This is an optimization exercise on Yosys and OpenROAD, whose aim is a short achievable clock period and few clock cycles, not a production implementation.
In this exercise RTL edits were held to simulation tests only and were not proved equivalent to the original.
Power is estimated from default activity; no workload was simulated.

File: design/flow/design.v
`timescale 1ns/1ps
module cvb (
    input  wire        clk,
    input  wire        rst,           
    input  wire        host_wr,
    input  wire [2:0]  host_waddr,
    input  wire [15:0] host_wdata,
    input  wire [2:0]  host_raddr,
    output wire [15:0] host_rdata,
    output wire        busy,
    output wire [2:0]  outcome,
    output wire        mem_en,
    output wire        mem_we,
    output wire [15:0] mem_addr,
    output wire [7:0]  mem_wdata,
    input  wire [7:0]  mem_rdata,
    output wire        poll_en,
    output wire [1:0]  poll_sel,      
    input  wire        poll_ans,
    output wire        put_en,
    output wire [7:0]  put_data,
    output wire        get_en,
    input  wire [7:0]  get_data,
    output wire        chs_valid,
    output wire [7:0]  chs_data,
    input  wire        chs_ready,
    input  wire        chs_err,
    input  wire        chr_valid,
    input  wire [7:0]  chr_data,
    input  wire        chr_err,
    output wire        chr_ready
);
    localparam [2:0] O_NONE    = 3'd0,
                     O_OK      = 3'd1,
                     O_TIMEOUT = 3'd2,
                     O_CHERR   = 3'd3,
                     O_MALF    = 3'd4,
                     O_INVAL   = 3'd5,
                     O_NOTF    = 3'd6,
                     O_ILLEGAL = 3'd7;
    localparam [7:0] LIMIT_RESET = 8'd16;
    reg [15:0] ptr, len, res;
    reg [7:0]  fill, limit;
    reg [2:0]  status;
    reg        ptr_nz, len_nz, len_ge2, len_ge3, len_eq3, lim_nz, lim_gt1;
    reg        ok_wr, ok_wtr, ok_rsy;
    reg        busy_r;
    reg        idle_r;            
    reg        m_wr, m_wtr, m_enc, m_dec, m_rsy;
    reg [1:0]  sub;               
    reg        mem_en_r, mem_we_r;
    reg [15:0] maddr;
    reg [7:0]  wreg;
    reg        poll_en_r, put_en_r, get_en_r, chr_ready_r;
    reg [1:0]  poll_sel_r;
    reg [7:0]  rem;               
    reg [15:0] left;              
    reg        rdp;               
    reg [7:0]  pbuf;              
    reg [7:0]  q0, q1, q2, q3, q4;  
    reg [2:0]  qn;
    reg        cv_r;              
    reg        bsel;              
    reg [15:0] rp;                
    reg [4:0]  rleft;             
    reg        rleft_nz;
    reg [2:0]  occ;               
    reg [1:0]  trl_push;
    reg [2:0]  wn;                
    reg [15:0] wa, wb;            
    reg [4:0]  scnt;              
    reg [7:0]  rb;                
    reg        rbv, rbpar, apar;
    reg [15:0] sum;
    reg [7:0]  b30;
    reg        qne;               
    reg [7:0]  qd;
    reg        pfin;              
    reg [2:0]  pcode;
    reg [15:0] oaddr;             
    reg [15:0] oleft;             
    reg        rk_nb, rk_first, rk_last;    
    reg        dk_nb, dk_first, dk_last;    
    reg [15:0] daddr;             
    reg [15:0] dp1, dm1;          
    reg [15:0] hp1, hm1;          
    reg        hv, hc, h40;       
    reg [15:0] haddr;
    reg        exp40;             
    reg [15:0] npair;             
    wire        cmd_wr  = host_wr & (host_waddr == 3'd0) & idle_r;
    wire        cmdz    = cmd_wr & (host_wdata[7:3] == 5'd0);
    wire [2:0]  opb     = host_wdata[2:0];
    wire        op1     = (opb == 3'd1);
    wire        op2     = (opb == 3'd2);
    wire        op3     = (opb == 3'd3);
    wire        op4     = (opb == 3'd4);
    wire        op5     = (opb == 3'd5);
    wire        st_wr   = cmdz & op1 & ok_wr;
    wire        st_wtr  = cmdz & op2 & ok_wtr;
    wire        st_enc  = cmdz & op3 & ptr_nz;
    wire        st_dec  = cmdz & op4 & ptr_nz;
    wire        st_rsy  = cmdz & op5 & ok_rsy;
    cvb_o_mem_en u_mem_en (
        .host_wr(host_wr), .host_waddr(host_waddr), .opc(host_wdata[7:0]), .busy(busy_r),
        .ok_wr(ok_wr), .ok_rsy(ok_rsy), .chr_valid(chr_valid), .chr_err(chr_err),
        .dq(m_dec & qne), .dr(m_dec & chr_ready_r), .r(mem_en_r), .q(mem_en)
    );
    assign mem_we = mem_we_r | (m_dec & qne) | (m_dec & chr_ready_r & chr_valid & ~chr_err);
    cvb_o_op1 u_poll_en (
        .host_wr(host_wr), .host_waddr(host_waddr), .opc(host_wdata[7:0]), .busy(busy_r),
        .ok(ok_wr), .r(poll_en_r), .q(poll_en)
    );
    cvb_o_op2 u_put_en (
        .host_wr(host_wr), .host_waddr(host_waddr), .opc(host_wdata[7:0]), .busy(busy_r),
        .ok(ok_wtr), .r(put_en_r), .q(put_en)
    );
    cvb_o_op3 u_chs_valid (
        .host_wr(host_wr), .host_waddr(host_waddr), .opc(host_wdata[7:0]), .busy(busy_r),
        .ok(ptr_nz), .r(cv_r), .q(chs_valid)
    );
    cvb_o_op4 u_chr_ready (
        .host_wr(host_wr), .host_waddr(host_waddr), .opc(host_wdata[7:0]), .busy(busy_r),
        .ok(ptr_nz), .r(chr_ready_r), .q(chr_ready)
    );
    cvb_rdbit u_rd0  (.a(host_raddr), .d1(status[0]), .d2(ptr[0]),  .d3(len[0]),  .d4(fill[0]), .d5(limit[0]), .d6(res[0]),  .q(host_rdata[0]));
    cvb_rdbit u_rd1  (.a(host_raddr), .d1(status[1]), .d2(ptr[1]),  .d3(len[1]),  .d4(fill[1]), .d5(limit[1]), .d6(res[1]),  .q(host_rdata[1]));
    cvb_rdbit u_rd2  (.a(host_raddr), .d1(status[2]), .d2(ptr[2]),  .d3(len[2]),  .d4(fill[2]), .d5(limit[2]), .d6(res[2]),  .q(host_rdata[2]));
    cvb_rdbit u_rd3  (.a(host_raddr), .d1(1'b0),      .d2(ptr[3]),  .d3(len[3]),  .d4(fill[3]), .d5(limit[3]), .d6(res[3]),  .q(host_rdata[3]));
    cvb_rdbit u_rd4  (.a(host_raddr), .d1(1'b0),      .d2(ptr[4]),  .d3(len[4]),  .d4(fill[4]), .d5(limit[4]), .d6(res[4]),  .q(host_rdata[4]));
    cvb_rdbit u_rd5  (.a(host_raddr), .d1(1'b0),      .d2(ptr[5]),  .d3(len[5]),  .d4(fill[5]), .d5(limit[5]), .d6(res[5]),  .q(host_rdata[5]));
    cvb_rdbit u_rd6  (.a(host_raddr), .d1(1'b0),      .d2(ptr[6]),  .d3(len[6]),  .d4(fill[6]), .d5(limit[6]), .d6(res[6]),  .q(host_rdata[6]));
    cvb_rdbit u_rd7  (.a(host_raddr), .d1(1'b0),      .d2(ptr[7]),  .d3(len[7]),  .d4(fill[7]), .d5(limit[7]), .d6(res[7]),  .q(host_rdata[7]));
    cvb_rdbit u_rd8  (.a(host_raddr), .d1(1'b0),      .d2(ptr[8]),  .d3(len[8]),  .d4(1'b0),    .d5(1'b0),     .d6(res[8]),  .q(host_rdata[8]));
    cvb_rdbit u_rd9  (.a(host_raddr), .d1(1'b0),      .d2(ptr[9]),  .d3(len[9]),  .d4(1'b0),    .d5(1'b0),     .d6(res[9]),  .q(host_rdata[9]));
    cvb_rdbit u_rd10 (.a(host_raddr), .d1(1'b0),      .d2(ptr[10]), .d3(len[10]), .d4(1'b0),    .d5(1'b0),     .d6(res[10]), .q(host_rdata[10]));
    cvb_rdbit u_rd11 (.a(host_raddr), .d1(1'b0),      .d2(ptr[11]), .d3(len[11]), .d4(1'b0),    .d5(1'b0),     .d6(res[11]), .q(host_rdata[11]));
    cvb_rdbit u_rd12 (.a(host_raddr), .d1(1'b0),      .d2(ptr[12]), .d3(len[12]), .d4(1'b0),    .d5(1'b0),     .d6(res[12]), .q(host_rdata[12]));
    cvb_rdbit u_rd13 (.a(host_raddr), .d1(1'b0),      .d2(ptr[13]), .d3(len[13]), .d4(1'b0),    .d5(1'b0),     .d6(res[13]), .q(host_rdata[13]));
    cvb_rdbit u_rd14 (.a(host_raddr), .d1(1'b0),      .d2(ptr[14]), .d3(len[14]), .d4(1'b0),    .d5(1'b0),     .d6(res[14]), .q(host_rdata[14]));
    cvb_rdbit u_rd15 (.a(host_raddr), .d1(1'b0),      .d2(ptr[15]), .d3(len[15]), .d4(1'b0),    .d5(1'b0),     .d6(res[15]), .q(host_rdata[15]));
    assign busy      = busy_r;
    assign outcome   = status;
    assign mem_addr  = busy_r ? maddr : ptr;
    assign mem_wdata = m_wtr ? get_data : (m_dec ? (qne ? qd : chr_data) : wreg);
    assign poll_sel  = poll_sel_r & {2{busy_r}};
    assign put_data  = (rdp & m_wr) ? mem_rdata : (m_wr ? pbuf : fill);
    assign get_en    = get_en_r;
    assign chs_data  = bsel ? mem_rdata : q0;    
    wire        hw_ok   = host_wr & idle_r;
    wire [15:0] ptr_n   = (hw_ok && host_waddr == 3'd2) ? host_wdata : ptr;
    wire [15:0] len_n   = (hw_ok && host_waddr == 3'd3) ? host_wdata : len;
    wire [7:0]  lim_n   = (hw_ok && host_waddr == 3'd5) ? host_wdata[7:0] : limit;
    wire        lastp   = (rem == 8'd1);
    wire        lastb   = (left == 16'd1);
    wire        rd_now   = mem_en_r & ~mem_we_r;
    wire        pop      = m_enc & (qn != 3'd0) & chs_ready;
    wire        byp_x    = m_enc & (qn == 3'd0) & rdp & chs_ready;    
    wire        xfer     = pop | byp_x;
    wire        sum_done = ~rleft_nz & ~rd_now & ~rdp & ~rbv;
    wire        push_t   = m_enc & sum_done & (trl_push != 2'd0) & (qn != 3'd5);
    wire        push     = (m_enc & rdp & ~byp_x) | push_t;
    wire [7:0]  pushd    = rdp ? mem_rdata : (trl_push[0] ? ~sum[7:0] : ~sum[15:8]);
    wire [2:0]  qa       = qn - {2'd0, pop};           
    wire [2:0]  qn_next  = qa + {2'd0, push};
    wire        rd_ok    = rleft_nz & (occ <= 3'd4);
    wire        wr_ok    = ~wn[2] & (~wn[1] | sum_done);
    wire        is20    = (mem_rdata == 8'h20);
    wire        is40    = (mem_rdata == 8'h40);
    wire        arr_nb  = rdp & dk_nb;
    wire        arr_ev  = rdp & ~dk_nb;
    wire        nb_now  = mem_en_r & rk_nb;
    wire        found   = arr_nb & (exp40 ? is40 : is20);
    wire        a_cand  = (is40 & ~dk_first) | (is20 & ~dk_last);
    wire        use_h   = arr_nb;                         
    wire        use_a   = arr_ev & ~nb_now;
    wire        s_cand  = use_h ? (hv & hc) : (use_a & a_cand);
    wire        s_40    = use_h ? h40 : is40;
    wire [15:0] s_nb    = use_h ? (h40 ? hm1 : hp1) : (is40 ? dm1 : dp1);
    wire [15:0] s_pair  = use_h ? (h40 ? hm1 : haddr) : (is40 ? dm1 : daddr);
    wire [15:0] rsy_n   = {1'b0, len[15:1]} + {15'd0, len[0]};    
    reg         fin;
    reg  [2:0]  fcode;
    always @(posedge clk) begin
        fin   = 1'b0;
        fcode = O_OK;
        if (rst) begin
            ptr    <= 16'd0;
            len    <= 16'd0;
            fill   <= 8'd0;
            limit  <= LIMIT_RESET;
            res    <= 16'd0;
            status <= O_NONE;
            ptr_nz <= 1'b0; len_nz <= 1'b0; len_ge2 <= 1'b0; len_ge3 <= 1'b0; len_eq3 <= 1'b0;
            lim_nz <= 1'b1; lim_gt1 <= 1'b1;
            ok_wr  <= 1'b0; ok_wtr <= 1'b0; ok_rsy <= 1'b0;
            busy_r <= 1'b0;
            idle_r <= 1'b1;
            m_wr <= 1'b0; m_wtr <= 1'b0; m_enc <= 1'b0; m_dec <= 1'b0; m_rsy <= 1'b0;
            sub  <= 2'd0;
            mem_en_r <= 1'b0; mem_we_r <= 1'b0;
            poll_en_r <= 1'b0; put_en_r <= 1'b0; get_en_r <= 1'b0; chr_ready_r <= 1'b0;
            poll_sel_r <= 2'd0;
            q0   <= 8'h20;
            rdp  <= 1'b0;
            qn   <= 3'd0;
            cv_r <= 1'b0;
            bsel <= 1'b0;
            rbv  <= 1'b0;
            hv   <= 1'b0;
            rk_nb <= 1'b0;
            dk_nb <= 1'b0;
        end else begin
            rdp      <= rd_now;
            dk_nb    <= rk_nb;
            dk_first <= rk_first;
            dk_last  <= rk_last;
            daddr    <= maddr;
            dp1      <= maddr + 16'd1;
            dm1      <= maddr - 16'd1;
            if (rdp) pbuf <= mem_rdata;
            ptr     <= ptr_n;
            len     <= len_n;
            limit   <= lim_n;
            ptr_nz  <= (ptr_n != 16'd0);
            len_nz  <= (len_n != 16'd0);
            len_ge2 <= (len_n[15:1] != 15'd0);
            len_ge3 <= (len_n[15:2] != 14'd0) | (len_n[1] & len_n[0]);
            len_eq3 <= (len_n == 16'd3);
            lim_nz  <= (lim_n != 8'd0);
            lim_gt1 <= (lim_n[7:1] != 7'd0);
            ok_wr   <= (ptr_n != 16'd0) & (len_n != 16'd0) & (lim_n != 8'd0);
            ok_wtr  <= (ptr_n != 16'd0) & (len_n != 16'd0);
            ok_rsy  <= (ptr_n != 16'd0) & (len_n[15:1] != 15'd0);
            if (hw_ok && host_waddr == 3'd4) fill <= host_wdata[7:0];
            if (idle_r) begin
                left       <= len;
                rem        <= opb[1] ? limit : limit - 8'd1;
                sub        <= {1'b0, opb[1] | poll_ans};
                poll_sel_r <= opb[1] ? 2'd2 : 2'd0;
                maddr      <= (opb[0] & (opb[1] | opb[2])) ? ptr + 16'd2 :
                              (opb[0] & ~opb[1] & ~opb[2]) ? ptr + 16'd1 :
                              ptr;
                rdp        <= opb[0] & ~opb[1];
                q1         <= 8'h40;
                rp         <= ptr + 16'd3;
                rleft      <= 5'd27;
                rleft_nz   <= 1'b1;
                occ        <= chs_ready ? 3'd2 : 3'd3;
                wn         <= 3'd0;
                wa         <= ptr;
                wb         <= ptr + 16'd30;
                trl_push   <= 2'b11;
                apar       <= 1'b0;
                sum        <= opb[2] ? 16'd0 : 16'h4020;
                scnt       <= {4'd0, opb[2] ? chr_valid : chs_ready};
                rb         <= chr_data;
                rbpar      <= 1'b0;
                rbv        <= opb[2] & chr_valid;
                qne        <= chr_valid;
                qd         <= chr_data;
                pfin       <= 1'b0;
                dk_nb      <= 1'b0;
                dk_first   <= 1'b1;
                dk_last    <= 1'b0;
                daddr      <= ptr;
                dp1        <= ptr + 16'd1;
                dm1        <= ptr - 16'd1;
                hv         <= 1'b0;
                rk_nb      <= 1'b0;
                rk_first   <= 1'b0;
                rk_last    <= len_eq3;
                oaddr      <= ptr + 16'd4;
                oleft      <= len_ge3 ? rsy_n - 16'd2 : 16'd0;
                busy_r      <= (st_wr & (poll_ans | lim_gt1)) | (st_wtr & lim_nz) | st_enc |
                               (st_dec & ~(chr_valid & chr_err)) | st_rsy;
                idle_r      <= ~((st_wr & (poll_ans | lim_gt1)) | (st_wtr & lim_nz) | st_enc |
                                 (st_dec & ~(chr_valid & chr_err)) | st_rsy);
                m_wr        <= st_wr & (poll_ans | lim_gt1);
                m_wtr       <= st_wtr & lim_nz;
                m_enc       <= st_enc;
                m_dec       <= st_dec & ~(chr_valid & chr_err);
                m_rsy       <= st_rsy;
                mem_en_r    <= (st_wr & poll_ans & len_ge2) | st_enc | (st_rsy & len_ge3);
                mem_we_r    <= 1'b0;
                poll_en_r   <= (st_wr & ~poll_ans & lim_gt1) | (st_wtr & lim_nz);
                put_en_r    <= st_wr & poll_ans;
                get_en_r    <= 1'b0;
                chr_ready_r <= st_dec & ~(chr_valid & chr_err);
                q0          <= (st_enc & chs_ready) ? 8'h40 : 8'h20;
                qn          <= st_enc ? (chs_ready ? 3'd1 : 3'd2) : 3'd0;
                cv_r        <= st_enc;
                bsel        <= 1'b0;
                if (cmd_wr) begin
                    if (host_wdata[7:3] != 5'd0 || opb == 3'd0 || opb[2:1] == 2'b11) begin
                        status <= O_ILLEGAL;
                    end else if (op1) begin
                        if (!(ptr_nz && len_nz)) begin
                            status <= O_INVAL;
                        end else if (!lim_nz || (!poll_ans && !lim_gt1)) begin
                            status <= O_TIMEOUT;
                        end
                    end else if (op2) begin
                        if (!(ptr_nz && len_nz)) begin
                            status <= O_INVAL;
                        end else if (!lim_nz) begin
                            status <= O_TIMEOUT;
                        end
                    end else if (op3) begin
                        if (!ptr_nz) begin
                            status <= O_INVAL;
                        end
                    end else if (op4) begin
                        if (!ptr_nz) begin
                            status <= O_INVAL;
                        end else if (chr_valid && chr_err) begin
                            status <= O_CHERR;
                        end
                    end else begin
                        if (!(ptr_nz && len_nz)) begin
                            status <= O_INVAL;
                            res <= 16'd0;
                        end else if (!len_ge2) begin
                            status <= O_NOTF;
                            res <= 16'd0;
                        end
                    end
                end
            end
            if (m_wr) begin
                mem_en_r <= 1'b0;
                if (mem_en_r) maddr <= maddr + 16'd1;
                case (sub)
                    2'd0: begin                           
                        if (poll_ans) begin
                            sub       <= 2'd1;
                            poll_en_r <= 1'b0;
                            put_en_r  <= 1'b1;
                            mem_en_r  <= ~lastb;          
                        end else if (lastp) begin
                            fin = 1'b1; fcode = O_TIMEOUT;
                        end else begin
                            rem <= rem - 8'd1;
                        end
                    end
                    2'd1: begin                           
                        sub        <= 2'd2;
                        put_en_r   <= 1'b0;
                        poll_en_r  <= 1'b1;
                        poll_sel_r <= 2'd1;
                        rem        <= limit;
                    end
                    default: begin                        
                        if (poll_ans) begin
                            if (lastb) begin
                                fin = 1'b1; fcode = O_OK;
                            end else begin
                                left       <= left - 16'd1;
                                sub        <= 2'd0;
                                poll_sel_r <= 2'd0;
                                rem        <= limit;
                            end
                        end else if (lastp) begin
                            fin = 1'b1; fcode = O_TIMEOUT;
                        end else begin
                            rem <= rem - 8'd1;
                        end
                    end
                endcase
            end
            if (m_wtr) begin
                case (sub)
                    2'd0: begin                           
                        put_en_r   <= 1'b0;
                        sub        <= 2'd1;
                        poll_en_r  <= 1'b1;
                        rem        <= limit;
                    end
                    2'd1: begin                           
                        if (poll_ans) begin
                            sub       <= 2'd2;
                            poll_en_r <= 1'b0;
                            get_en_r  <= 1'b1;
                            mem_en_r  <= 1'b1;
                            mem_we_r  <= 1'b1;
                        end else if (lastp) begin
                            fin = 1'b1; fcode = O_TIMEOUT;
                        end else begin
                            rem <= rem - 8'd1;
                        end
                    end
                    default: begin                        
                        get_en_r <= 1'b0;
                        mem_en_r <= 1'b0;
                        mem_we_r <= 1'b0;
                        maddr    <= maddr + 16'd1;
                        if (lastb) begin
                            fin = 1'b1; fcode = O_OK;
                        end else begin
                            left     <= left - 16'd1;
                            sub      <= 2'd0;
                            put_en_r <= 1'b1;
                        end
                    end
                endcase
            end
            if (m_enc | m_dec) begin
                if (rbv) sum <= sum + (rbpar ? {rb, 8'h00} : {8'h00, rb});
            end
            if (m_enc) begin
                if (pop) begin
                    q0 <= q1; q1 <= q2; q2 <= q3; q3 <= q4;
                end
                if (push) begin
                    case (qa)
                        3'd0: q0 <= pushd;
                        3'd1: q1 <= pushd;
                        3'd2: q2 <= pushd;
                        3'd3: q3 <= pushd;
                        default: q4 <= pushd;
                    endcase
                end
                qn <= qn_next;
                cv_r <= (qn_next != 3'd0) | rd_now;
                bsel <= (qn_next == 3'd0);
                occ <= occ - {2'd0, xfer} + {2'd0, push_t} + {2'd0, rd_ok};
                if (push_t) trl_push <= trl_push[0] ? 2'b10 : 2'b00;
                rbv   <= rdp;
                rb    <= mem_rdata;
                rbpar <= apar;
                if (rdp) apar <= ~apar;
                if (rd_ok) begin
                    mem_en_r <= 1'b1;
                    mem_we_r <= 1'b0;
                    maddr    <= rp;
                    rp       <= rp + 16'd1;
                    rleft    <= rleft - 5'd1;
                    rleft_nz <= (rleft != 5'd1);
                end else if (wr_ok) begin
                    mem_en_r <= 1'b1;
                    mem_we_r <= 1'b1;
                    maddr    <= wa;
                    wa       <= wn[0] ? wb : wa + 16'd1;
                    wreg     <= wn[1] ? (wn[0] ? ~sum[15:8] : ~sum[7:0]) : (wn[0] ? 8'h40 : 8'h20);
                    wn       <= wn + 3'd1;
                end else begin
                    mem_en_r <= 1'b0;
                    mem_we_r <= 1'b0;
                end
                if (xfer) begin
                    scnt <= scnt + 5'd1;
                    if (scnt == 5'd31) begin
                        fin = 1'b1; fcode = chs_err ? O_CHERR : O_OK;
                    end
                end
            end
            if (m_dec) begin
                rbv <= 1'b0;
                if (pfin) begin
                    fin = 1'b1; fcode = pcode;
                end else begin
                    qne <= qne & chr_valid & ~chr_err;
                    if (qne) qd <= chr_data;
                    if (qne | (chr_valid & ~chr_err)) maddr <= maddr + 16'd1;
                    if (chr_valid) begin
                        if (chr_err) begin
                            fin = 1'b1; fcode = O_CHERR;
                        end else begin
                            scnt  <= scnt + 5'd1;
                            rb    <= chr_data;
                            rbv   <= (scnt < 5'd30);
                            rbpar <= scnt[0];
                            if (scnt == 5'd30) b30 <= chr_data;
                            if (scnt == 5'd31) begin
                                if (qne) begin
                                    pfin        <= 1'b1;
                                    chr_ready_r <= 1'b0;
                                    pcode       <= ((chr_data == ~sum[15:8]) && (b30 == ~sum[7:0])) ? O_OK : O_MALF;
                                end else begin
                                    fin = 1'b1;
                                    fcode = ((chr_data == ~sum[15:8]) && (b30 == ~sum[7:0])) ? O_OK : O_MALF;
                                end
                            end
                        end
                    end
                end
            end
            if (m_rsy) begin
                if (use_h) hv <= 1'b0;
                if (arr_ev & nb_now) begin
                    hv    <= 1'b1;
                    hc    <= a_cand;
                    h40   <= is40;
                    haddr <= daddr;
                    hp1   <= dp1;
                    hm1   <= dm1;
                end
                if (found) begin
                    res <= npair;
                    fin = 1'b1; fcode = O_OK;
                end else if (s_cand) begin
                    mem_en_r <= 1'b1;
                    rk_nb    <= 1'b1;
                    rk_first <= 1'b0;
                    rk_last  <= 1'b0;
                    maddr    <= s_nb;
                    npair    <= s_pair;
                    exp40    <= ~s_40;
                end else if (oleft != 16'd0) begin
                    mem_en_r <= 1'b1;
                    rk_nb    <= 1'b0;
                    rk_first <= 1'b0;
                    rk_last  <= (oleft == 16'd1) & len[0];
                    maddr    <= oaddr;
                    oaddr    <= oaddr + 16'd2;
                    oleft    <= oleft - 16'd1;
                end else begin
                    mem_en_r <= 1'b0;
                    rk_nb    <= 1'b0;
                    if (!mem_en_r) begin
                        res <= 16'd0;
                        fin = 1'b1; fcode = O_NOTF;
                    end
                end
            end
            if (fin) begin
                status      <= fcode;
                busy_r      <= 1'b0;
                idle_r      <= 1'b1;
                m_wr        <= 1'b0;
                m_wtr       <= 1'b0;
                m_enc       <= 1'b0;
                m_dec       <= 1'b0;
                m_rsy       <= 1'b0;
                mem_en_r    <= 1'b0;
                mem_we_r    <= 1'b0;
                poll_en_r   <= 1'b0;
                put_en_r    <= 1'b0;
                get_en_r    <= 1'b0;
                chr_ready_r <= 1'b0;
                qn          <= 3'd0;
                cv_r        <= 1'b0;
                bsel        <= 1'b0;
                q0          <= 8'h20;
                hv          <= 1'b0;
                rk_nb       <= 1'b0;
            end
        end
    end
endmodule
module cvb_o_mem_en (
    input  wire       host_wr,
    input  wire [2:0] host_waddr,
    input  wire [7:0] opc,
    input  wire       busy, ok_wr, ok_rsy, chr_valid, chr_err, dq, dr, r,
    output wire       q
);
    wire cmdz = host_wr & (host_waddr == 3'd0) & ~busy & (opc[7:3] == 5'd0);
    assign q = r | dq | (cmdz & (((opc[2:0] == 3'd1) & ok_wr) | ((opc[2:0] == 3'd5) & ok_rsy))) |
               (dr & chr_valid & ~chr_err);
endmodule
module cvb_o_op4 (
    input  wire       host_wr,
    input  wire [2:0] host_waddr,
    input  wire [7:0] opc,
    input  wire       busy, ok, r,
    output wire       q
);
    assign q = r | (host_wr & (host_waddr == 3'd0) & ~busy & (opc == 8'h04) & ok);
endmodule
module cvb_o_op1 (
    input  wire       host_wr,
    input  wire [2:0] host_waddr,
    input  wire [7:0] opc,
    input  wire       busy, ok, r,
    output wire       q
);
    assign q = r | (host_wr & (host_waddr == 3'd0) & ~busy & (opc == 8'h01) & ok);
endmodule
module cvb_o_op2 (
    input  wire       host_wr,
    input  wire [2:0] host_waddr,
    input  wire [7:0] opc,
    input  wire       busy, ok, r,
    output wire       q
);
    assign q = r | (host_wr & (host_waddr == 3'd0) & ~busy & (opc == 8'h02) & ok);
endmodule
module cvb_o_op3 (
    input  wire       host_wr,
    input  wire [2:0] host_waddr,
    input  wire [7:0] opc,
    input  wire       busy, ok, r,
    output wire       q
);
    assign q = r | (host_wr & (host_waddr == 3'd0) & ~busy & (opc == 8'h03) & ok);
endmodule
module cvb_rdbit (
    input  wire [2:0] a,
    input  wire       d1, d2, d3, d4, d5, d6,
    output reg        q
);
    always @(*) begin
        case (a)
            3'd1:    q = d1;
            3'd2:    q = d2;
            3'd3:    q = d3;
            3'd4:    q = d4;
            3'd5:    q = d5;
            3'd6:    q = d6;
            default: q = 1'b0;
        endcase
    end
endmodule
File: design/flow/run.sh
#!/bin/bash
# synth_recipe.tcl (not shown) runs the flow's synth.tcl, then flattens the netlist and writes it again
# the make line also repeats each setting of config.mk as NAME=value (left out here)
make -C /OpenROAD-flow-scripts/flow DESIGN_CONFIG=/design/flow/config.mk WORK_HOME=/design/flow/orfs CLKGATE_MAP_FILE= SYNTH_SCRIPT=/design/flow/synth_recipe.tcl finish
File: design/flow/config.mk
export PLATFORM = sky130hd
export DESIGN_NAME = cvb
export DESIGN_NICKNAME = cvb
export VERILOG_FILES = /design/flow/design.v
export SDC_FILE = /design/flow/constraint.sdc
export NUM_CORES = 4
export LEC_CHECK = 0
export CAP_MARGIN = 20
export CORE_MARGIN = 2
export CORE_UTILIZATION = 60
export PLACE_DENSITY = 0.7
export SETUP_SLACK_MARGIN = 3.2
export SLEW_MARGIN = 20
export SYNTH_HIERARCHICAL = 1
export SYNTH_MINIMUM_KEEP_SIZE = 0
File: design/flow/constraint.sdc
create_clock -name core_clock -period 6.0 [get_ports {clk}]
set_input_delay 1.2000 -clock core_clock [delete_from_list [all_inputs] [get_ports {clk}]]
set_output_delay 1.2000 -clock core_clock [all_outputs]
set_load 0.01 [all_outputs]
==> results of run 1 <==
[critical path: stages]
cell      delay [ns]
buf_4           0.15
nor4b_4         0.24
nand4_1         0.29
o211ai_1        0.17
buf_4           0.17
[cells by family after synthesis]
kind of cell | Yosys count | share of synthesized area
xor+xnor | 158 | 0.0488
flops | 462 | 0.450
fa+ha+maj | 52 | 0.0237
other cells | 1 | 0.000132
compound gates | 799 | 0.189
buf+inv | 272 | 0.0378
simple gates | 1019 | 0.181
mux | 190 | 0.0692
[cell usage after synthesis (20+ instances only)]
| cell type | n | area, um2 |
|---|---|---|
| nor2_1 | 304 | 1140 |
| xor2_1 | 85 | 744 |
| mux2i_1 | 145 | 1450 |
| clkbuf_1 | 138 | 518 |
| inv_1 | 79 | 297 |
| a22oi_1 | 45 | 338 |
| nand3_1 | 70 | 350 |
| nor2b_1 | 48 | 300 |
| a211oi_1 | 72 | 541 |
| nand4_1 | 31 | 194 |
| xnor2_1 | 73 | 639 |
| dfxtp_1 | 112 | 2240 |
| o211ai_1 | 25 | 188 |
| nor4_1 | 33 | 206 |
| nor3b_1 | 33 | 248 |
| ha_1 | 48 | 601 |
| or3_1 | 20 | 125 |
| nand2b_1 | 28 | 175 |
| o21ai_0 | 151 | 756 |
| a221oi_1 | 26 | 228 |
| o21a_1 | 36 | 270 |
| o221ai_1 | 27 | 236 |
| nand2_1 | 259 | 972 |
| mux2_2 | 44 | 495 |
| buf_1 | 31 | 116 |
| a31oi_1 | 34 | 213 |
| nor3_1 | 56 | 280 |
| edfxtp_1 | 350 | 10500 |
| and3_1 | 26 | 163 |
| a21oi_1 | 207 | 1040 |
| and2_1 | 31 | 194 |
[cell type report]
cell class / count / share of cell area
inverter: 81 / 0.00930
clock inverter: 27 / 0.00678
timing repair buffer: 405 / 0.122
antenna: 1 / 0.0000681
tap: 607 / 0.0207
clock buffer: 69 / 0.0374
multi-input combinational: 2251 / 0.455
sequential: 462 / 0.348
timing repair inverter: 1 / 0.000204
[path summary, 6_finish.rpt]
check / from / end / cells after the start
worst min-delay path: dp1[11]$_DFFE_PN_ / hp1[11]$_DFFE_PP_ / 0
worst min register to register: dp1[11]$_DFFE_PN_ / hp1[11]$_DFFE_PP_ / 0
worst max-delay path: host_waddr[0] / mem_en / 5
worst max register to register: ptr[2]$_SDFF_PP0_ / maddr[10]$_DFFE_PN_ / 10
[timing repair]
item | CTS | global route
pin swaps | 94 | 112
resized for setup | 794 | 198
gates cloned | 23 | 6
setup buffers | 132 | 70
endpoints found under the setup margin | 316 | 205
[Yosys stat by module (local to each module, per instance)]
| module | flip-flops and latches | copies in the design | cell area [um2] | cells inside |
|---|---|---|---|---|
| cvb | 462 | 1 | 27200 | 2813 |
| cvb_o_mem_en | 0 | 1 | 78.8 | 8 |
| cvb_o_op1 | 0 | 1 | 58.8 | 5 |
| cvb_o_op2 | 0 | 1 | 58.8 | 5 |
| cvb_o_op4 | 0 | 1 | 58.8 | 5 |
| cvb_o_op3 | 0 | 1 | 53.8 | 5 |
| cvb_rdbit | 0 | 16 | 53.8 | 7 |
[stage by stage]
stage	total power, uW	instance area [um2]	hold slack, ns
2_1_floorplan	4110	29500	0.426
3_5_place_dp	4370	30800	0.436
4_1_cts	7530	35200	0.447
5_1_grt	7830	36700	0.457
6_report	7650	36700	0.449
3_3_place_gp	4350	30800	0.433
[report_power, final]
group / leakage [uW] / total [uW] / internal [uW] / switching [uW]
registers: 0.00428 / 3670 / 3540 / 131
logic: 0.00867 / 872 / 396 / 476
clock network: 0.000793 / 3110 / 1710 / 1400
total: 0.0137 / 7650 / 5650 / 2000
[metal layers]
layer	global-route usage	vias to the layer above
met1	0.537	13131
li1	-	11707
met4	0.207	10
met2	0.607	2057
met5	0	-
met3	0.0963	495
==> results.cfg, run 1 <==
[timing]
period_needed_ns = 3.43
fin_skew_ns = 0.0386
finalWorstSetupSlack_ns = 2.57
worst_tran_pin_value_ns = 1.15
final-max-slew-violation-count = 0
post-route-period-util = 0.571
setup_viol_count_final = 0
tns_ns = 0
max_clock_freq_mhz = 292
setup_repair_after_global_routing_missed_its_margin = true
report.final.hold_viol_count = 0
relSlewSlack = 0.229

[critical_path]
rrSetupSlack_ns = 3.05
worst_ep_arrival_time_ns = 2.23
worstSetupPathType = in -> out
crit_path_max_fanout = 10
worst_ep_required_time_ns = 4.80
critPathCaptureType = output port
crit_path_start_kind = input pin

[cts]
clock-sinks = 462
cts_root_buffer = clkbuf_16
cts_inserted_buffers = 51
tritoncts = yes
worstSkewPairLatency_ns = 0.65
ctsHtreeMaxLevel = 2
cts_hold_repair.buffers = 0
max-clock-path-buffers = 3
path_clk_slew_ns = 0.07

[global_route]
grt_first_pass_wirelength_um = 153000
grt_start_max_net_pins = 94
globalRouteOverflowTotal = 0
number_of_antenna_violations_at_the_first_check_in_global_routing = 7
grt_pass1_vias = 25347
grt_util_all_layers = 0.401

[job]
max-cap-violations = 0

[synthesis]
synth_sequential_area_ratio = 0.450
synthesized_area_divided_by_synthesized_cell_count_um2 = 9.60
yosys.cell_types.count = 100
postSynthRegisterBits = 462
netlist_area_mm2 = 0.0283
synth_async_sr_flop_share = 0
synth_enable_flop_cells = 350
synth_flop_cell = edfxtp_1
yosys_warnings = 8
netlist_instances = 2953

[cells_and_area]
layout.cells.most_common_list = edfxtp_1 (350), nor2_1 (285), nand2_1 (233)
fill_cells = 2877
final-instance-count-excl-fill = 3904
final-seq-area_mm2 = 0.0128
post_route_cells_drive_above_1_share = 0.263
design.final.nets = 3358
area.growth.synth_to_final_pct = 29.5
utilization = 0.789
multi_input_comb_area_mm2 = 0.0167
final_common_cell = edfxtp_1

[route]
drt_first_pass_iters = 6
wirelength_um = 107000
drt_drc_violations_left = 0
detailroute.wirelength.met2_um = 46700
detailroute.via_count = 27400
maxUsedRoutingLayer = met5
routed-wl-met3_um = 13700
drt.antenna.violating_nets = 0
wirelength_met1_um = 39300
route.detailed.wl_per_inst_um = 27.4
post_drt_via_cell_ratio = 7.02
initial_drc_count = 3957

[floorplan]
die_y_um = 221
die_width_um = 221
floorplan.rows = 79
dieArea_mm2 = 0.0490
ios = 123
core_area_mm2 = 0.0466
initial_core_util = 0.609

[pwr]
cellLeakagePower_uw = 0.0137
power_per_cell_area_mw_per_mm2 = 208
peakVddDrop_mv = 0.278

[placement]
pre_cts_slack_ns = 1.35
numPortBuffers = 122
placed_cells = 3576
gp_routability_congestion = 0.980
post-dp-hpwl_um = 64600

[worst_hold_path]
worst_hold_path_type = reg -> reg

[status]
outcome = complete, no violations
Testbench counts, summed over its fixed seeds: cycles 34,524.
==> run 2: changes to the inputs <==
--- a/design/flow/config.mk
+++ b/design/flow/config.mk
@@ -9,7 +9,7 @@
 export CORE_MARGIN = 2
 export CORE_UTILIZATION = 60
 export PLACE_DENSITY = 0.7
-export SETUP_SLACK_MARGIN = 3.2
+export SETUP_SLACK_MARGIN = 2.8
 export SLEW_MARGIN = 20
 export SYNTH_HIERARCHICAL = 1
 export SYNTH_MINIMUM_KEEP_SIZE = 0
==> run 2 against run 1 <==
  * Power rose by 0.53%
  * Clock skew fell by 0.0069 ns
  * Fmax rose by 5.8%
==> results.cfg, run 2 <==
[status]
outcome = complete, no violations

[placement]
gp_routability_congestion = 0.973
post_dp_cell_area_mm2 = 0.0303
numPortBuffers = 122
post-dp-hpwl_um = 65100

[pwr]
peakVddDrop_mv = 0.353
power_per_cell_area_mw_per_mm2 = 234
cellLeakagePower_uw = 0.0123

[route]
initial_drc_count = 3392
drt_drc_violations_left = 0
detailroute.via_count = 25407
wirelength_um = 95500
post_drt_via_cell_ratio = 6.83
route.detailed.wl_per_inst_um = 25.7
drt.antenna.violating_nets = 0
drt_first_pass_iters = 8

[cts]
cts_inserted_buffers = 51
cts_root_buffer = clkbuf_16
tritoncts = yes
max-clock-path-buffers = 3
clock-sinks = 462
ctsHtreeMaxLevel = 2
path_clk_slew_ns = 0.06
worstSkewPairLatency_ns = 0.63

[cells_and_area]
layout.cells.most_common_list = edfxtp_1 (350), nor2_1 (294), nand2_1 (253)
area.growth.synth_to_final_pct = 16.0
design.final.nets = 3174
post_route_cells_drive_above_1_share = 0.144
fill_cells = 3492
final_common_cell = edfxtp_1
antenna-diode-count = 0
utilization = 0.707
finish.instance_area_mm2 = 0.0329

[synthesis]
yosys_warnings = 8
synth_top_area_frac = 0.371
netlist_instances = 2953
postSynthRegisterBits = 462
post_synth_most_frequent_cells = edfxtp_1 (350), nor2_1 (304), nand2_1 (259), a21oi_1 (207), o21ai_0 (151)
synthMostInstantiatedCell = edfxtp_1
yosys.cell_types.count = 100
netlist_area_mm2 = 0.0283
synth_enable_flop_cells = 350
synth_sequential_area_ratio = 0.450
synth_flop_cell = edfxtp_1
synthesized_area_divided_by_synthesized_cell_count_um2 = 9.60
synth_top_area_cell = edfxtp_1
synth_async_sr_flop_share = 0
synth_top_cells_by_area = edfxtp_1 (37%), dfxtp_1 (7.9%), mux2i_1 (5.1%)

[critical_path]
reg2regPathDepth = 10
crit_path_cell_trace = clkbuf_4 > and3b_1 > o2111ai_4 > nand3_4 > or2_4 > or4_4 > or4_1 > a31o_1
critPathCaptureType = flop
timing.critical_path.buf_inv = 1
critical_path_depth = 8
crit_path_start_kind = input pin
crit_path_max_fanout = 20
rrSetupSlack_ns = 2.80
worst_path_max_delay_cell = or4_1
crit_path_start = mem_rdata[5]
worstSetupEndpoint = oleft[15]$_DFFE_PN_
crit_family = simple AND/OR/NAND/NOR gates
worstSetupPathType = in -> reg
worst_ep_arrival_time_ns = 3.60
timing.rr.start = oleft[0]$_DFFE_PN_
worst_ep_required_time_ns = 6.36
stage_delay_of_the_slowest_cell_on_the_critical_path_ns = 0.48
reg2reg_to = maddr[8]$_DFFE_PN_

[timing]
report.final.hold_viol_count = 0
tns_ns = 0
max_clock_freq_mhz = 309
setup_viol_count_final = 0
fin_skew_ns = 0.0317
period_needed_ns = 3.24
final-max-slew-violation-count = 0
worst_tran_pin_value_ns = 0.990
relSlewSlack = 0.338
post-route-period-util = 0.540
setup_repair_after_global_routing_missed_its_margin = true

[floorplan]
core_area_mm2 = 0.0466
die_y_um = 221
floorplan.rows = 79
ios = 123
die_width_um = 221
initial_core_util = 0.609
dieArea_mm2 = 0.0490

[global_route]
number_of_antenna_violations_at_the_first_check_in_global_routing = 0
grt_util_all_layers = 0.373
grt_pass1_vias = 23660
grt_start_max_net_pins = 120
grt_first_pass_wirelength_um = 143000
globalRouteOverflowTotal = 0

[worst_hold_path]
worst_hold_path_type = reg -> reg
hold-path-cell-count = 0

[job]
max-cap-violations = 0
run 2: where the power goes:
| group | internal (uW) | switching [uW] |
|---|---|---|
| combinational | 286 | 404 |
| sequential | 3540 | 125 |
| clock | 1950 | 1390 |
| total | 5770 | 1920 |
run 2: worst min path at each step:
stage,from,end
2_1_floorplan,daddr[0]$_DFFE_PN_,haddr[0]$_DFFE_PP_
3_3_place_gp,daddr[0]$_DFFE_PN_,haddr[0]$_DFFE_PP_
3_5_place_dp,dm1[4]$_DFFE_PN_,hm1[4]$_DFFE_PP_
4_1_cts,dm1[4]$_DFFE_PN_,hm1[4]$_DFFE_PP_
5_1_grt,dm1[4]$_DFFE_PN_,hm1[4]$_DFFE_PP_
6_report,dm1[4]$_DFFE_PN_,hm1[4]$_DFFE_PP_
run 2: per-layer routing:
layer | wire length [um] | track usage | part of all wire
met5 | 0 | 0 | 0
met2 | 42900 | 0.577 | 0.45
met1 | 37700 | 0.512 | 0.39
met3 | 10000 | 0.0644 | 0.11
met4 | 4930 | 0.178 | 0.052
run 2: timing repair:
action	4_1_cts	5_1_grt
buffers inserted	18	17
cloned	7	4
endpoints found under the setup margin	207	88
pin swaps	22	20
gates resized for setup	415	97
hold buffers	0	0
run 2: cells by family (layout without fill, tap and decap cells):
logic type,after synthesis,in the layout,synth area share
simple gates,1019,1021,0.181
compound gates,799,800,0.189
flops,462,462,0.450
buf+inv,272,399,0.0378
mux,190,190,0.0692
xor+xnor,158,158,0.0488
fa+ha+maj,52,52,0.0237
other cells,1,29,0.000132
run 2: metrics by stage:
stage	setup slack, ns	hold slack (ns)	std cells	power (uW)
after detailed placement	1.39	0.434	3577	4360
after CTS	2.70	0.455	3697	7660
after floorplan	1.23	0.426	2981	4090
after global routing	2.71	0.459	3718	7890
after global placement	1.39	0.428	3576	4340
final	2.76	0.452	3718	7690
run 2: layout make-up:
type                       instances  area (um2)  share of cell area
timing repair inverter             1        7.51            0.000228
sequential                       462       12800               0.389
timing repair buffer             222        2130              0.0646
clock inverter                    29         347              0.0105
clock buffer                      66        1430              0.0433
inverter                          81         320             0.00974
multi-input combinational       2250       15100               0.459
tap                              607         759              0.0231
run 2: Yosys stat by module (local to each module, per instance):
module	cells	area [um2]	flip-flops and latches
cvb_o_op3	5	53.8	0
cvb_rdbit	7	53.8	0
cvb_o_op4	5	58.8	0
cvb	2813	27200	462
cvb_o_mem_en	8	78.8	0
cvb_o_op2	5	58.8	0
cvb_o_op1	5	58.8	0
run 2: worst reg2reg max path, delay by kind of cell (launching register included):
family | cells | cell delay (ns)
AND/OR/NAND/NOR | 5 | 1.44
AO/OA/AOI/OAI | 2 | 0.49
flip-flops | 1 | 0.46
buffers and inverters | 2 | 0.36
adder cells (fa/ha/maj) | 1 | 0.21
==> run 3: changes to the inputs <==
--- a/design/flow/config.mk
+++ b/design/flow/config.mk
@@ -8,8 +8,8 @@
 export CAP_MARGIN = 20
 export CORE_MARGIN = 2
 export CORE_UTILIZATION = 60
-export PLACE_DENSITY = 0.7
-export SETUP_SLACK_MARGIN = 2.8
+export PLACE_DENSITY = 0.78
+export SETUP_SLACK_MARGIN = 3.0
 export SLEW_MARGIN = 20
 export SYNTH_HIERARCHICAL = 1
 export SYNTH_MINIMUM_KEEP_SIZE = 0
==> run 3 against run 2 <==
  * Synthesized cell count is the same
  * Critical endpoint is now host_rdata[0]
  * Largest cell class unchanged
  * Flip-flop and latch count is the same
  * Synthesized area is the same
  * Still clean
  * Cell area grew 3.6%
  * Non-clock buffer count grew 64
  * Combinational power grew 8.3%
==> results.cfg, run 3 <==
[timing]
relSlewSlack = 0.285
report.final.hold_viol_count = 0
finalWorstSetupSlack_ns = 2.60
setup_repair_after_global_routing_missed_its_margin = true
post-route-period-util = 0.567
max_clock_freq_mhz = 294
final-max-slew-violation-count = 0
setup_viol_count_final = 0
tns_ns = 0
fin_skew_ns = 0.0220
period_needed_ns = 3.40
worst_tran_pin_value_ns = 1.07

[cells_and_area]
final_common_cell = edfxtp_1
area.growth.synth_to_final_pct = 20.2
layout.cells.most_common_list = edfxtp_1 (350), nor2_1 (294), nand2_1 (251)
utilization = 0.732
design.final.nets = 3235
fill_cells = 3301
post_route_cells_drive_above_1_share = 0.193

[worst_hold_path]
hold-path-cell-count = 0
worst_hold_startpoint = daddr[15]$_DFFE_PN_
worstHoldEndpoint = haddr[15]$_DFFE_PP_
worst_hold_path_type = reg -> reg

[route]
drt_drc_violations_left = 0
drt.antenna.violating_nets = 0
drt_first_pass_iters = 9
route.detailed.wl_per_inst_um = 26.4
wirelength_um = 99700
initial_drc_count = 3871
post_drt_via_cell_ratio = 6.96
detailroute.via_count = 26334

[cts]
clock-sinks = 462
tritoncts = yes
path_clk_slew_ns = 0.06
worstSkewPairLatency_ns = 0.65
cts_root_buffer = clkbuf_16
cts_inserted_buffers = 50
ctsHtreeMaxLevel = 2
cts_hold_repair.buffers = 0
max-clock-path-buffers = 3

[pwr]
sequentialPowerShare = 0.485
peakVddDrop_mv = 0.254
p_switching_uw = 1950
share_comb_of_total_power = 0.099
cellLeakagePower_uw = 0.0126
power_frac_clock = 0.417
power_per_cell_area_mw_per_mm2 = 222
internal_power_uw = 5630
swShare = 0.257

[critical_path]
stage_delay_of_the_slowest_cell_on_the_critical_path_ns = 0.29
timing.critical_path.buf_inv = 3
path_common_cell = mux2i_2
timing.rr.start = oleft[1]$_DFFE_PN_
crit_path_start_kind = input pin
worst_path_max_delay_cell = mux2i_2
reg2reg_to = maddr[7]$_DFFE_PN_
worst_ep_required_time_ns = 4.80
critPathCaptureType = output port
worstSetupPathType = in -> out
worst_ep_arrival_time_ns = 2.20
rrSetupSlack_ns = 3.02
crit_path_max_fanout = 6
crit_path_cell_trace = buf_16 > buf_12 > mux2i_2 > mux2i_2 > o21a_1 > buf_2
reg2regPathDepth = 9
critical_path_depth = 6
crit_family = multiplexers

[synthesis]
synth_flop_cell = edfxtp_1
synth_enable_flop_cells = 350
postSynthRegisterBits = 462
synth_top_area_frac = 0.371
post_synth_most_frequent_cells = edfxtp_1 (350), nor2_1 (304), nand2_1 (259), a21oi_1 (207), o21ai_0 (151)
combinational_family_with_the_most_area_after_synthesis = compound AO/OA/AOI/OAI gates
synthesized_area_divided_by_synthesized_cell_count_um2 = 9.60
yosys.cell_types.count = 100
post_synth_xor_area_fraction = 0.0488
yosys_warnings = 8
synth_async_sr_flop_share = 0
synthesized_area_fraction_occupied_by_adder_cells = 0.0237
yosys.area_share.simple = 0.181
synth_sequential_area_ratio = 0.450
compound_gate_portion_of_the_synthesized_area = 0.189
synth_top_cells_by_area = edfxtp_1 (37%), dfxtp_1 (7.9%), mux2i_1 (5.1%)
synthMostInstantiatedCell = edfxtp_1
synth_top_area_cell = edfxtp_1
synth.area.mux_share = 0.0692
netlist_instances = 2953
netlist_area_mm2 = 0.0283

[floorplan]
initial_core_util = 0.609
core_area_mm2 = 0.0466
die_width_um = 221
dieArea_mm2 = 0.0490
floorplan.rows = 79
die_y_um = 221
ios = 123

[placement]
gp_routability_congestion = 0.998
pre_cts_slack_ns = 1.48
numPortBuffers = 122
post-dp-hpwl_um = 65100

[global_route]
globalRouteOverflowTotal = 0
number_of_antenna_violations_at_the_first_check_in_global_routing = 1
grt_first_pass_wirelength_um = 150000
grt_start_max_net_pins = 180
grt_util_all_layers = 0.391
grt_pass1_vias = 24830

[job]
max-cap-violations = 0

[status]
outcome = complete, no violations
-- run 3: repair_timing --
| action | in CTS | in global routing |
|---|---|---|
| gates resized for setup | 616 | 98 |
| pin swaps | 47 | 42 |
| setup endpoints to repair | 287 | 109 |
| gates cloned | 8 | 5 |
| setup buffers | 69 | 27 |
-- run 3: per-module statistics from Yosys (local to each module, per instance) --
module        flip-flops and latches  cells
cvb_rdbit                          0      7
cvb_o_op2                          0      5
cvb_o_op4                          0      5
cvb                              462   2813
cvb_o_mem_en                       0      8
cvb_o_op1                          0      5
cvb_o_op3                          0      5
-- run 3: how the worst max path moves through the flow --
| stage | from | to | slack [ns] |
|---|---|---|---|
| floorplan | rst | apar$_DFFE_PN_ | 1.23 |
| global placement | host_wdata[0] | mem_en | 1.55 |
| detailed placement | host_raddr[0] | host_rdata[8] | 1.48 |
| CTS | host_raddr[0] | host_rdata[8] | 2.62 |
| global route | host_raddr[0] | host_rdata[0] | 2.58 |
| finish | host_raddr[0] | host_rdata[0] | 2.60 |
-- run 3: cells by family after synthesis --
logic type	Yosys count
AND/OR/NAND/NOR	1019
AO/OA/AOI/OAI	799
flip-flops	462
buffers and inverters	272
multiplexers	190
XOR/XNOR	158
adder cells (fa/ha/maj)	52
other	1
-- run 3: worst register-to-register path, stage by stage (launching register included) --
cell and delay (ns):
edfxtp_1 0.42, inv_2 0.10, ha_2 0.22, or3b_4 0.43, or4_4 0.57, nand3_4 0.15, nor2_4 0.12, buf_12 0.22
a2bb2oi_1 0.32, o221ai_1 0.18
-- run 3: through the flow --
step / total power [uW] / hold slack, ns / instance area (um2) / cells
2_1_floorplan: 4100 / 0.426 / 29000 / 2981
3_3_place_gp: 4350 / 0.428 / 30500 / 3576
3_5_place_dp: 4370 / 0.438 / 30500 / 3576
4_1_cts: 7510 / 0.447 / 33500 / 3747
5_1_grt: 7750 / 0.457 / 34100 / 3779
6_report: 7570 / 0.446 / 34100 / 3781
-- run 3: area by class of cell --
type,instances,area [um2],share of cell area
clock buffer,70,1500,0.0439
sequential,462,12800,0.375
timing repair buffer,286,2890,0.0849
antenna,2,5.00,0.000147
clock inverter,24,190,0.00558
timing repair inverter,1,7.51,0.000220
inverter,81,335,0.00984
tap,607,759,0.0223
multi-input combinational,2248,15600,0.458
-- run 3: power groups by stage --
stage	Combinational, uW	Clock [uW]	Sequential, uW
6_report	747	3150	3670
5_1_grt	797	3280	3680
4_1_cts	700	3150	3660
3_5_place_dp	630	0	3740
3_3_place_gp	619	0	3730
2_1_floorplan	417	0	3680
-- run 3: per-layer routing --
| layer | vias to the layer above | GRT usage | share of wire | wire [um] |
|---|---|---|---|---|
| met5 | - | 0 | 0 | 0 |
| met4 | 0 | 0.225 | 0.064 | 6360 |
| met3 | 416 | 0.0811 | 0.11 | 11300 |
| met2 | 1838 | 0.598 | 0.45 | 44500 |
| met1 | 12638 | 0.518 | 0.38 | 37600 |
| li1 | 11442 | - | - | - |
==> run 4: changes to the inputs <==
--- a/design/flow/config.mk
+++ b/design/flow/config.mk
@@ -7,8 +7,8 @@
 export LEC_CHECK = 0
 export CAP_MARGIN = 20
 export CORE_MARGIN = 2
-export CORE_UTILIZATION = 60
-export PLACE_DENSITY = 0.78
+export CORE_UTILIZATION = 50
+export PLACE_DENSITY = 0.65
 export SETUP_SLACK_MARGIN = 3.0
 export SLEW_MARGIN = 20
 export SYNTH_HIERARCHICAL = 1
==> run 4 against run 3 <==
  * Cell area rose by 1.4%
  * Global-route usage fell by 6.3 points
  * Clock-buffer cell count rose by 1
  * Synthesized cell count did not move
  * Clock power rose by 6.7%
  * Clock skew rose by 0.014 ns
  * Flip-flop and latch count did not move
==> results.cfg, run 4 <==
[floorplan]
die_width_um = 242
core_area_mm2 = 0.0562
initial_core_util = 0.505
floorplan.rows = 87
ios = 123
dieArea_mm2 = 0.0586
die_y_um = 242

[cells_and_area]
final-instance-count-excl-fill = 3932
layout.cells.most_common_list = edfxtp_1 (350), nor2_1 (292), nand2_1 (246)
antenna-diode-count = 0
design.final.nets = 3236
post_route_cells_drive_above_1_share = 0.198
final_common_cell = edfxtp_1
area.growth.synth_to_final_pct = 21.9
finish.instance_area_mm2 = 0.0345

[worst_hold_path]
worst_hold_path_type = reg -> reg
worst_hold_startpoint = dm1[2]$_DFFE_PN_

[critical_path]
worstSetupPathType = in -> out
worst_ep_required_time_ns = 4.80
crit_path_cell_trace = buf_4 > mux2_4 > nand4_1 > o211ai_1 > buf_2
timing.rr.start = ptr[7]$_SDFF_PP0_
crit_family = buffers and inverters
worst_path_max_delay_cell = mux2_4
worstSetupEndpoint = mem_en
timing.critical_path.buf_inv = 2
critical_path_depth = 5
crit_path_start = host_wdata[2]
critPathCaptureType = output port
rrSetupSlack_ns = 2.87
worst_ep_arrival_time_ns = 2.05
reg2regPathDepth = 8
crit_path_start_kind = input pin
stage_delay_of_the_slowest_cell_on_the_critical_path_ns = 0.32
crit_path_max_fanout = 6
reg2reg_to = maddr[15]$_DFFE_PN_

[pwr]
cellLeakagePower_uw = 0.0127
power_per_cell_area_mw_per_mm2 = 225
peakVddDrop_mv = 0.238

[synthesis]
yosys.cell_types.count = 100
netlist_area_mm2 = 0.0283
synth_top_area_frac = 0.371
netlist_instances = 2953
yosys_warnings = 8
synth_async_sr_flop_share = 0
synth_sequential_area_ratio = 0.450
synth_enable_flop_cells = 350
post_synth_most_frequent_cells = edfxtp_1 (350), nor2_1 (304), nand2_1 (259), a21oi_1 (207), o21ai_0 (151)
synth_top_area_cell = edfxtp_1
synth_flop_cell = edfxtp_1
postSynthRegisterBits = 462
synthMostInstantiatedCell = edfxtp_1
synthesized_area_divided_by_synthesized_cell_count_um2 = 9.60
synth_top_cells_by_area = edfxtp_1 (37%), dfxtp_1 (7.9%), mux2i_1 (5.1%)

[timing]
period_needed_ns = 3.25
worst_tran_pin_value_ns = 1.10
tns_ns = 0
fin_skew_ns = 0.0364
report.final.hold_viol_count = 0
final-max-slew-violation-count = 0
max_clock_freq_mhz = 308
setup_viol_count_final = 0
setup_repair_after_global_routing_missed_its_margin = true
relSlewSlack = 0.264
post-route-period-util = 0.541

[cts]
cts_root_buffer = clkbuf_16
cts_hold_repair.buffers = 0
clock-sinks = 462
ctsHtreeMaxLevel = 2
path_clk_slew_ns = 0.07
worstSkewPairLatency_ns = 0.64
cts_inserted_buffers = 53
tritoncts = yes
max-clock-path-buffers = 3

[route]
initial_drc_count = 3050
post_drt_via_cell_ratio = 6.49
detailroute.via_count = 25515
drt_drc_violations_left = 0
route.detailed.wl_per_inst_um = 25.6
drt.antenna.violating_nets = 0
wirelength_um = 101000
drt_first_pass_iters = 8

[placement]
post_dp_cell_area_mm2 = 0.0307
gp_routability_congestion = 0.964
post-dp-hpwl_um = 66800
numPortBuffers = 122
placed_cells = 3727

[global_route]
number_of_antenna_violations_at_the_first_check_in_global_routing = 0
grt_util_all_layers = 0.328
grt_first_pass_wirelength_um = 150000
grt_pass1_vias = 23959
grt_start_max_net_pins = 146
globalRouteOverflowTotal = 0

[job]
max-cap-violations = 0

[status]
outcome = complete, no violations
## run 4: cell types whose count changed in the layout (fill, tap and decap cells not counted), sizes merged, moves of 3 or more
cell / previous run / this run
buf: 242 / 229
clkbuf: 86 / 91
bufinv: 0 / 4
clkinvlp: 6 / 9
## run 4: logic make-up after synthesis
group                      after synthesis  synth area share
and+or+nand+nor                       1019             0.181
AOI/OAI and AO/OA                      799             0.189
DFF                                    462             0.450
buffers and inverters                  272            0.0378
muxes                                  190            0.0692
xor gates and xnor gates               158            0.0488
adders and majority gates               52            0.0237
other                                    1          0.000132
## run 4: power breakdown
part	switching, uW	internal, uW	leakage, uW
Clock	1440	1920	0.000874
Sequential	117	3540	0.00428
Combinational	440	332	0.00751
## run 4: per-stage QoR
step	power [uW]	setup WS, ns	utilization	hold slack, ns
2_1_floorplan	4100	1.23	-	0.426
3_3_place_gp	4360	1.56	0.547	0.428
3_5_place_dp	4370	1.52	0.547	0.438
4_1_cts	7740	2.77	0.601	0.452
5_1_grt	7980	2.74	0.615	0.458
6_report	7790	2.75	0.615	0.447
## run 4: worst register-to-register path, stage by stage, from the launching register on
cell and delay (ns):
dfxtp_1 0.31, buf_4 0.30, nand4_1 0.30, or4_4 0.60
a2111oi_4 0.35, xnor2_1 0.10, a2111oi_1 0.69, a221oi_1 0.12
o221ai_1 0.21
## run 4: Yosys stat by module, one instance, submodules excluded
| module | copies in the design | flip-flops and latches | area (um2) |
|---|---|---|---|
| cvb_rdbit | 16 | 0 | 53.8 |
| cvb | 1 | 462 | 27200 |
| cvb_o_op4 | 1 | 0 | 58.8 |
| cvb_o_mem_en | 1 | 0 | 78.8 |
| cvb_o_op1 | 1 | 0 | 58.8 |
| cvb_o_op2 | 1 | 0 | 58.8 |
| cvb_o_op3 | 1 | 0 | 53.8 |
## run 4: routing by layer
| metal | track usage | routed length, um | vias up |
|---|---|---|---|
| met3 | 0.0489 | 8840 | 260 |
| met1 | 0.448 | 41000 | 12396 |
| met5 | 0 | 0 | - |
| li1 | - | - | 11444 |
| met2 | 0.521 | 46300 | 1415 |
| met4 | 0.141 | 4580 | 0 |
## run 4: area by class of cell
| type | count | area (um2) |
|---|---|---|
| Timing Repair inverter | 2 | 15.0 |
| Inverter | 81 | 333 |
| Timing Repair Buffer | 281 | 2850 |
| Fill cell | 4748 | 21600 |
| Tap cell | 756 | 946 |
| Sequential cell | 462 | 12800 |
| Clock buffer | 71 | 1480 |
| Clock inverter | 29 | 304 |
| Multi-Input combinational cell | 2250 | 15800 |
## run 4: repair_timing
action | 4_1_cts | 5_1_grt
gates resized for setup | 611 | 116
buffers inserted | 47 | 37
pin swaps | 51 | 43
setup endpoints to repair | 249 | 166
gates cloned | 14 | 7
## run 4: worst min path at each step
stage / cells after the start / to
5_1_grt: 0 / haddr[0]$_DFFE_PP_
4_1_cts: 0 / hp1[1]$_DFFE_PP_
3_3_place_gp: 0 / hp1[1]$_DFFE_PP_
3_5_place_dp: 0 / haddr[2]$_DFFE_PP_
6_report: 0 / hm1[2]$_DFFE_PP_
2_1_floorplan: 0 / haddr[0]$_DFFE_PP_
==> run 5: changes to the inputs <==
--- a/design/flow/config.mk
+++ b/design/flow/config.mk
@@ -7,8 +7,8 @@
 export LEC_CHECK = 0
 export CAP_MARGIN = 20
 export CORE_MARGIN = 2
-export CORE_UTILIZATION = 50
-export PLACE_DENSITY = 0.65
+export CORE_UTILIZATION = 65
+export PLACE_DENSITY = 0.72
 export SETUP_SLACK_MARGIN = 3.0
 export SLEW_MARGIN = 20
 export SYNTH_HIERARCHICAL = 1
==> run 5 against run 4 <==
  * Final cell count fell by 4.3%
  * Critical endpoint unchanged
  * Non-clock buffer count rose by 8
  * Cell area fell by 1.2%
  * Highest routed layer unchanged
  * Largest cell class unchanged
  * Hold slack got worse by 0.00079 ns
  * First-iteration DRC count rose by 44%
  * Still clean on timing, DRC and antenna
==> results.cfg, run 5 <==
[floorplan]
core_area_mm2 = 0.0431
ios = 123
floorplan.rows = 76
dieArea_mm2 = 0.0453
initial_core_util = 0.658
die_width_um = 213
die_y_um = 213

[critical_path]
stage_delay_of_the_slowest_cell_on_the_critical_path_ns = 0.18
reg2regPathDepth = 10
crit_path_max_fanout = 5
worst_path_max_delay_cell = nor4b_2
worst_ep_arrival_time_ns = 2.07
crit_family = buffers and inverters
path_common_cell = buf_12
critPathCaptureType = output port
crit_path_start_kind = input pin
rrSetupSlack_ns = 3.02
timing.rr.start = oleft[1]$_DFFE_PN_
crit_path_cell_trace = buf_12 > buf_12 > nor4b_2 > nand4_1 > o211ai_1 > buf_2
critical_path_depth = 6
reg2reg_to = oleft[15]$_DFFE_PN_
worst_ep_required_time_ns = 4.80
timing.critical_path.buf_inv = 3
worstSetupPathType = in -> out

[timing]
period_needed_ns = 3.27
worst_tran_pin_value_ns = 1.02
post-route-period-util = 0.545
tns_ns = 0
report.final.hold_viol_count = 0
relSlewSlack = 0.322
final-max-slew-violation-count = 0
setup_repair_after_global_routing_missed_its_margin = true
max_clock_freq_mhz = 306
fin_skew_ns = 0.0228
setup_viol_count_final = 0

[route]
maxUsedRoutingLayer = met4
drt_drc_violations_left = 0
initial_drc_count = 4397
drt.antenna.violating_nets = 0
detailroute.wirelength.met2_um = 44000
drt_first_pass_iters = 8
detailroute.via_count = 26700
route.detailed.wl_per_inst_um = 26.8
wirelength_met1_um = 36700
routed-wl-met3_um = 13800
wirelength_um = 101000
post_drt_via_cell_ratio = 7.10

[cts]
cts_root_buffer = clkbuf_16
ctsHtreeMaxLevel = 2
cts_inserted_buffers = 50
max-clock-path-buffers = 3
worstSkewPairLatency_ns = 0.63
clock-sinks = 462
path_clk_slew_ns = 0.06
tritoncts = yes

[global_route]
grt_pass1_vias = 24664
number_of_antenna_violations_at_the_first_check_in_global_routing = 0
globalRouteOverflowTotal = 0
grt_start_max_net_pins = 96
grt_first_pass_wirelength_um = 147000
grt_util_all_layers = 0.426

[synthesis]
synthesized_area_divided_by_synthesized_cell_count_um2 = 9.60
netlist_area_mm2 = 0.0283
synth_top_cells_by_area = edfxtp_1 (37%), dfxtp_1 (7.9%), mux2i_1 (5.1%)
yosys_warnings = 8
synth.area.mux_share = 0.0692
synth_sequential_area_ratio = 0.450
compound_gate_portion_of_the_synthesized_area = 0.189
synthesized_area_fraction_occupied_by_adder_cells = 0.0237
synth_top_area_frac = 0.371
post_synth_most_frequent_cells = edfxtp_1 (350), nor2_1 (304), nand2_1 (259), a21oi_1 (207), o21ai_0 (151)
yosys.cell_types.count = 100
combinational_family_with_the_most_area_after_synthesis = compound AO/OA/AOI/OAI gates
synthMostInstantiatedCell = edfxtp_1
synth_async_sr_flop_share = 0
post_synth_xor_area_fraction = 0.0488
netlist_instances = 2953
synth_flop_cell = edfxtp_1
synth_top_area_cell = edfxtp_1
synth_enable_flop_cells = 350
yosys.area_share.simple = 0.181
postSynthRegisterBits = 462

[placement]
placed_cells = 3551
post-dp-hpwl_um = 64600
post_dp_cell_area_mm2 = 0.0305
numPortBuffers = 122
gp_routability_congestion = 0.973

[worst_hold_path]
hold-path-cell-count = 0
worst_hold_path_type = reg -> reg
worst_hold_startpoint = daddr[10]$_DFFE_PN_
worstHoldEndpoint = haddr[10]$_DFFE_PP_

[job]
max-cap-violations = 0

[pwr]
sequentialPowerShare = 0.473
peakVddDrop_mv = 0.266
internal_power_uw = 5810
power_per_cell_area_mw_per_mm2 = 227
swShare = 0.251
p_switching_uw = 1950
share_comb_of_total_power = 0.099
cellLeakagePower_uw = 0.0127
power_frac_clock = 0.428

[cells_and_area]
design.final.nets = 3238
layout.cells.most_common_list = edfxtp_1 (350), nor2_1 (286), nand2_1 (251)
area.growth.synth_to_final_pct = 20.4
final-instance-count-excl-fill = 3761
finish.instance_area_mm2 = 0.0341
final_common_cell = edfxtp_1
post_route_cells_drive_above_1_share = 0.195

[status]
outcome = complete, no violations
run 5: cell counts after synthesis:
No cell type changed its count.
run 5: worst max path at each step:
| stage | start | to |
|---|---|---|
| 2_1_floorplan | rst | apar$_DFFE_PN_ |
| 3_3_place_gp | host_wdata[1] | mem_en |
| 3_5_place_dp | host_wdata[1] | mem_en |
| 4_1_cts | host_wdata[7] | mem_en |
| 5_1_grt | host_wdata[0] | mem_en |
| 6_report | host_wdata[0] | mem_en |
run 5: power groups by stage:
stage               clock (uW)  combinational (uW)  sequential [uW]
global placement             0                 616             3730
CTS                       3310                 709             3660
global route              3430                 813             3670
detailed placement           0                 629             3730
finish                    3320                 772             3670
floorplan                    0                 417             3680
run 5: metrics by stage:
stage,setup slack (ns),total power (uW),hold WS (ns),utilization
final,2.73,7760,0.446,0.792
after global routing,2.64,7910,0.460,0.792
after CTS,2.76,7680,0.448,0.777
after detailed placement,1.40,4360,0.435,0.708
after global placement,1.46,4340,0.432,0.708
after floorplan,1.23,4100,0.426,-
run 5: per-layer routing:
| metal | vias to the layer above | global-route usage |
|---|---|---|
| met5 | - | 0 |
| met4 | 0 | 0.214 |
| met3 | 451 | 0.0960 |
| met2 | 2143 | 0.646 |
| met1 | 12675 | 0.576 |
| li1 | 11431 | - |
run 5: Yosys stat by module, one instance, submodules excluded:
module / times used / area (um2)
cvb: 1 / 27200
cvb_o_mem_en: 1 / 78.8
cvb_o_op1: 1 / 58.8
cvb_o_op2: 1 / 58.8
cvb_o_op4: 1 / 58.8
cvb_o_op3: 1 / 53.8
cvb_rdbit: 16 / 53.8
run 5: final cells by class:
cell class / instances / area, um2
multi-input combinational: 2248 / 15600
sequential: 462 / 12800
fill: 2725 / 8940
timing repair buffer: 289 / 2940
clock buffer: 61 / 1330
tap: 585 / 732
clock inverter: 33 / 412
inverter: 81 / 333
timing repair inverter: 1 / 7.51
antenna: 1 / 2.50
run 5: logic make-up after synthesis:
group | after synthesis
and+or+nand+nor | 1019
DFF | 462
other | 1
adders and majority gates | 52
buffers and inverters | 272
muxes | 190
AOI/OAI and AO/OA | 799
xor gates and xnor gates | 158
run 5: worst register-to-register path, stage by stage, from the launching register on:
cell      delay (ns)
edfxtp_1        0.43
inv_2           0.10
ha_2            0.19
or3b_4          0.41
or4_4           0.59
nand3_4         0.16
o21ai_2         0.10
buf_6           0.14
or4b_1          0.52
o21ai_0         0.10
a31o_1          0.11
run 5: what timing repair did:
| action | 4_1_cts | 5_1_grt |
|---|---|---|
| pin swaps | 54 | 44 |
| gates cloned | 13 | 3 |
| endpoints found under the setup margin | 265 | 143 |
| gates resized for setup | 590 | 100 |
| hold buffers | 0 | 0 |
| buffers inserted | 60 | 39 |
| hold endpoints to repair | 0 | 0 |

==> separate check: timing with driven ports <==
No port has a modelled driver above. Below, the same layouts with a new extraction and two added sets of constraints.
Step 1 sets driving cells, clkbuf_16 on the clock port and buf_2 on the other inputs (assumed; they add their load-dependent delay and slew).
Step 2 times the ports against the registers' clock, not the clock port: input delays grow and output delays shrink by t, the midpoint of the rising clock arrivals with the driver on.
Three values: ideal ports, drivers, drivers and shift; two values: the first two.
run	shift t [ns]	setup slack, ns	hold WS [ns]
run 1	0.693	2.573 / 2.333 / 2.195	0.449 / 0.449 / 0.449
run 2	0.672	2.760 / 2.445 / 2.105	0.452 / 0.452 / 0.452
run 3	0.695	2.596 / 2.436 / 2.342	0.446 / 0.446 / 0.446
run 4	0.682	2.751 / 2.364 / 2.339	0.447 / 0.447 / 0.447
run 5	0.676	2.729 / 2.438 / 2.307	0.446 / 0.446 / 0.446
After both steps setup and hold are still met in every run listed. The setup slack of run 2, which loses most, moves by -0.315 ns with the drivers and by -0.655 ns with both steps.
